From an optimization exercise on the open Yosys and OpenROAD flow, aimed at small area; shortcuts taken in it are not production practice. RTL that was checked went through simulation tests only; none was proved equivalent to the original. Power figures rest on the tool's default switching activity, not on a simulated workload.

==> flow/design.v <==
module kstc_crc32c_step #(
    parameter [31:0] POLY = 32'h82F63B78
) (
    input  wire [31:0] crc_in,
    input  wire [7:0]  data,
    output reg  [31:0] crc_out
);
    integer i;
    always @* begin
        crc_out = crc_in ^ {24'd0, data};
        for (i = 0; i < 8; i = i + 1)
            crc_out = crc_out[0] ? ((crc_out >> 1) ^ POLY) : (crc_out >> 1);
    end
endmodule
module kstc_rx #(
    parameter MAX_PAYLOAD = 64
) (
    input  wire                     clk,
    input  wire                     rst,
    input  wire                     in_valid,
    input  wire [7:0]               in_byte,
    output reg                      out_valid,
    output wire [7:0]               out_pri,
    output wire [15:0]              out_src,
    output wire [15:0]              out_dst,
    output wire [15:0]              out_dspec,
    output wire [63:0]              out_tid,
    output wire [6:0]               out_len,
    output wire [8*MAX_PAYLOAD-1:0] out_payload
);
    localparam [7:0]  DELIM       = 8'h9E;
    localparam [7:0]  ESC         = 8'h8E;
    localparam [31:0] CRC_INIT    = 32'hFFFFFFFF;
    localparam [31:0] CRC_RESIDUE = 32'hB798B438;
    reg        in_frame;    
    reg        fresh;       
    reg        unesc;       
    reg [6:0]  cnt;         
    reg [31:0] crc;
    reg [8*24-1:8]          hdr;       
    reg [8*MAX_PAYLOAD-1:0] buffer;    
    wire [7:0]  eff = unesc ? ~in_byte : in_byte;
    wire [31:0] crc_next;
    kstc_crc32c_step u_crc (
        .crc_in  (crc),
        .data    (eff),
        .crc_out (crc_next)
    );
    wire is_delim = (in_byte == DELIM);
    wire is_esc   = (in_byte == ESC);
    wire data     = in_valid && !is_delim && !is_esc;
    wire at_hdr_end = !fresh && (cnt == 7'd123);             
    wire at_ovf     = cnt[6] && !cnt[5] && !cnt[4];          
    wire len_ok     = !cnt[6] || at_ovf;                     
    reg bad_data;
    always @* begin
        bad_data = 1'b0;
        if (fresh && eff != 8'h00)
            bad_data = 1'b1;                                 
        if (!fresh && cnt >= 7'd116 && cnt <= 7'd118 && eff != 8'h00)
            bad_data = 1'b1;                                 
        if (!fresh && cnt == 7'd119 && eff != 8'h80)
            bad_data = 1'b1;
        if (at_hdr_end && crc_next != CRC_RESIDUE)
            bad_data = 1'b1;                                 
        if (!fresh && at_ovf)
            bad_data = 1'b1;                                 
    end
    wire take_delim = in_valid && is_delim;
    wire emit = take_delim && in_frame && !fresh && len_ok && (crc == CRC_RESIDUE);
    always @(posedge clk) begin
        if (rst)
            in_frame <= 1'b0;
        else if (take_delim)
            in_frame <= 1'b1;
        else if (in_valid && is_esc && unesc)
            in_frame <= 1'b0;                                
        else if (data && bad_data)
            in_frame <= 1'b0;
    end
    always @(posedge clk) begin
        if (in_valid)
            unesc <= is_esc;
        if (take_delim)
            fresh <= 1'b1;
        else if (data)
            fresh <= 1'b0;
        if (data)
            cnt <= fresh ? 7'd93 : cnt + 7'd1;
        if (take_delim || (data && at_hdr_end))
            crc <= CRC_INIT;
        else if (data)
            crc <= crc_next;
    end
    always @(posedge clk) begin
        if (rst)
            out_valid <= 1'b0;
        else
            out_valid <= emit;
    end
    wire [23:1]            hdr_we;
    wire [MAX_PAYLOAD-1:0] buf_we;
    genvar g;
    generate
        for (g = 1; g <= 23; g = g + 1) begin : g_hdr
            if (g <= 7 || g >= 16) begin : g_used
                localparam [6:0] P = g - 36 + 128;
                wire keep = (cnt[6:3] != P[6:3]) || (cnt[2:0] != P[2:0]);
                assign hdr_we[g] = (cnt == P);
                always @(posedge clk)
                    hdr[8*g +: 8] <= ({8{keep}} | eff) & (hdr[8*g +: 8] | {8{hdr_we[g]}});
            end else begin : g_unused
                assign hdr_we[g] = 1'b0;
            end
        end
        for (g = 0; g < MAX_PAYLOAD; g = g + 1) begin : g_buf
            localparam [6:0] P = (g - 4 + 128) % 128;
            wire keep = (cnt[6:3] != P[6:3]) || (cnt[2:0] != P[2:0]);
            assign buf_we[g] = (cnt == P);
            always @(posedge clk)
                buffer[8*g +: 8] <= ({8{keep}} | eff) & (buffer[8*g +: 8] | {8{buf_we[g]}});
        end
    endgenerate
    assign out_pri     = hdr[15:8];
    assign out_src     = hdr[31:16];
    assign out_dst     = hdr[47:32];
    assign out_dspec   = hdr[63:48];
    assign out_tid     = hdr[191:128];
    assign out_len     = cnt;
    assign out_payload = buffer;
endmodule
Settings: LEC_CHECK=0, CAP_MARGIN=0, CORE_MARGIN=2, CORE_UTILIZATION=46, SLEW_MARGIN=0, BUFFER_PORTS_ARGS=-buffer_cell sky130_fd_sc_hd__buf_1, CTS_ARGS=-sink_clustering_enable -repair_clock_nets -dont_use_dummy_load -buf_list {sky130_fd_sc_hd__clkbuf_8} -sink_clustering_size 20 -sink_clustering_max_diameter 50; clock period 5.0 ns.
standard.sh (not shown) runs the stock make flow with config.mk's settings and CLKGATE_MAP_FILE= SYNTH_SCRIPT=/design/flow/synth_recipe.tcl, a recipe that flattens the netlist after the stock synthesis.
==> flow/flow/run.sh <==
#!/bin/bash
# Standard ORFS layout (the standard.sh) with these changes:
# - synthesis is the standard flow's synthesis script with only the ABC mapping script
#   replaced by flow/area.abc (area-oriented mapping); flip-flop mapping,
#   flattening and renaming are unchanged;
# - flow/extra.mk is added to config.mk: smallest buffer cell for the port
#   buffers, and CTS with smaller clock buffers and no dummy loads.
set -euo pipefail
W=$PWD
cat flow/extra.mk >> config.mk
sed '/source \$::env(SCRIPTS_DIR)\/synth_preamble.tcl/a set abc_args [lreplace $abc_args 1 1 '"$W"'/flow/area.abc]' \
    "$FLOW_HOME/scripts/synth.tcl" > flow_synth.tcl
grep -q 'flow/area.abc' flow_synth.tcl
sed "s#source \$::env(SCRIPTS_DIR)/synth.tcl#source $W/flow_synth.tcl#" synth_recipe.tcl > flow_synth_recipe.tcl
grep -q 'flow_synth.tcl' flow_synth_recipe.tcl
bash standard.sh synth SYNTH_SCRIPT="$W/flow_synth_recipe.tcl" > synth_make.log 2>&1
bash standard.sh > standard_make.log 2>&1
==> flow/flow/area.abc <==
strash
&get -n
&fraig -x
&put
scorr
dc2
dch
amap
topo
==> flow/flow/extra.mk <==
export BUFFER_PORTS_ARGS = -buffer_cell sky130_fd_sc_hd__buf_1
export CTS_ARGS = -sink_clustering_enable -repair_clock_nets -dont_use_dummy_load -buf_list {sky130_fd_sc_hd__clkbuf_8} -sink_clustering_size 20 -sink_clustering_max_diameter 50
Next try:
--- a/flow/design.v
+++ b/flow/design.v
@@ -38,10 +38,11 @@
     reg [6:0]  cnt;         
     reg [31:0] crc;
     reg [8*24-1:8]          hdr;       
     reg [8*MAX_PAYLOAD-1:0] buffer;    
     wire [7:0]  eff = unesc ? ~in_byte : in_byte;
+    wire [7:0]  eff_n = ~eff;
     wire [31:0] crc_next;
     kstc_crc32c_step u_crc (
         .crc_in  (crc),
         .data    (eff),
         .crc_out (crc_next)
@@ -106,21 +107,21 @@
             if (g <= 7 || g >= 16) begin : g_used
                 localparam [6:0] P = g - 36 + 128;
                 wire keep = (cnt[6:3] != P[6:3]) || (cnt[2:0] != P[2:0]);
                 assign hdr_we[g] = (cnt == P);
                 always @(posedge clk)
-                    hdr[8*g +: 8] <= ({8{keep}} | eff) & (hdr[8*g +: 8] | {8{hdr_we[g]}});
+                    hdr[8*g +: 8] <= ~(({8{hdr_we[g]}} & eff_n) | ~(hdr[8*g +: 8] | {8{!keep}}));
             end else begin : g_unused
                 assign hdr_we[g] = 1'b0;
             end
         end
         for (g = 0; g < MAX_PAYLOAD; g = g + 1) begin : g_buf
             localparam [6:0] P = (g - 4 + 128) % 128;
             wire keep = (cnt[6:3] != P[6:3]) || (cnt[2:0] != P[2:0]);
             assign buf_we[g] = (cnt == P);
             always @(posedge clk)
-                buffer[8*g +: 8] <= ({8{keep}} | eff) & (buffer[8*g +: 8] | {8{buf_we[g]}});
+                buffer[8*g +: 8] <= ~(({8{buf_we[g]}} & eff_n) | ~(buffer[8*g +: 8] | {8{!keep}}));
         end
     endgenerate
     assign out_pri     = hdr[15:8];
     assign out_src     = hdr[31:16];
     assign out_dst     = hdr[47:32];
=> Die area stays flat. Utilization went up by 0.20 points. Design area went up by 0.36%. Routed wire length went up by 0.67%. Synthesized cell count went up by 0.45%. Sequential cell count stays the same. Total power went up by 0.30%. Area after synthesis barely changes. Worst setup slack improves by 0.17 ns. First-iteration DRC count went down by 13%. Critical path depth went up by 7. Global-route usage went up by 0.44 points. Combinational power went up by about 0.7%.
Function not checked in the second run of this note: the RTL went through the layout flow alone.

static timing again, ports no longer ideal:
No port has a modelled driver above. Below, the same layouts with a new extraction and two added sets of constraints.
Step 1, drivers: a clkbuf_16 drives clk and a buf_2 each remaining input, both assumed.
Step 2 moves the port delays by t, midway between the first and last clock arrival at a register: inputs arrive t later, outputs are due t later. That takes back most of the time a late clock gives input paths.
Three values: ideal, step 1, step 2; two values: the first two.
run	t, ns	setup WS [ns]	worst hold slack (ns)	latest minus earliest clock arrival (ns)	slew at the worst register clock pin (ns)
the first run	0.713	0.369 / 0.369 / -0.130	0.482 / 0.482 / 0.482	0.067 / 0.067	0.12 / 0.12
the second run	0.724	0.539 / 0.539 / -0.073	0.481 / 0.481 / 0.481	0.064 / 0.064	0.12 / 0.12
Met with ideal ports but missed after step 2: setup timing in the first run and the second run. For the second run, which loses most, drivers alone change the setup slack by 0.000 ns; drivers and shift together by -0.612 ns.
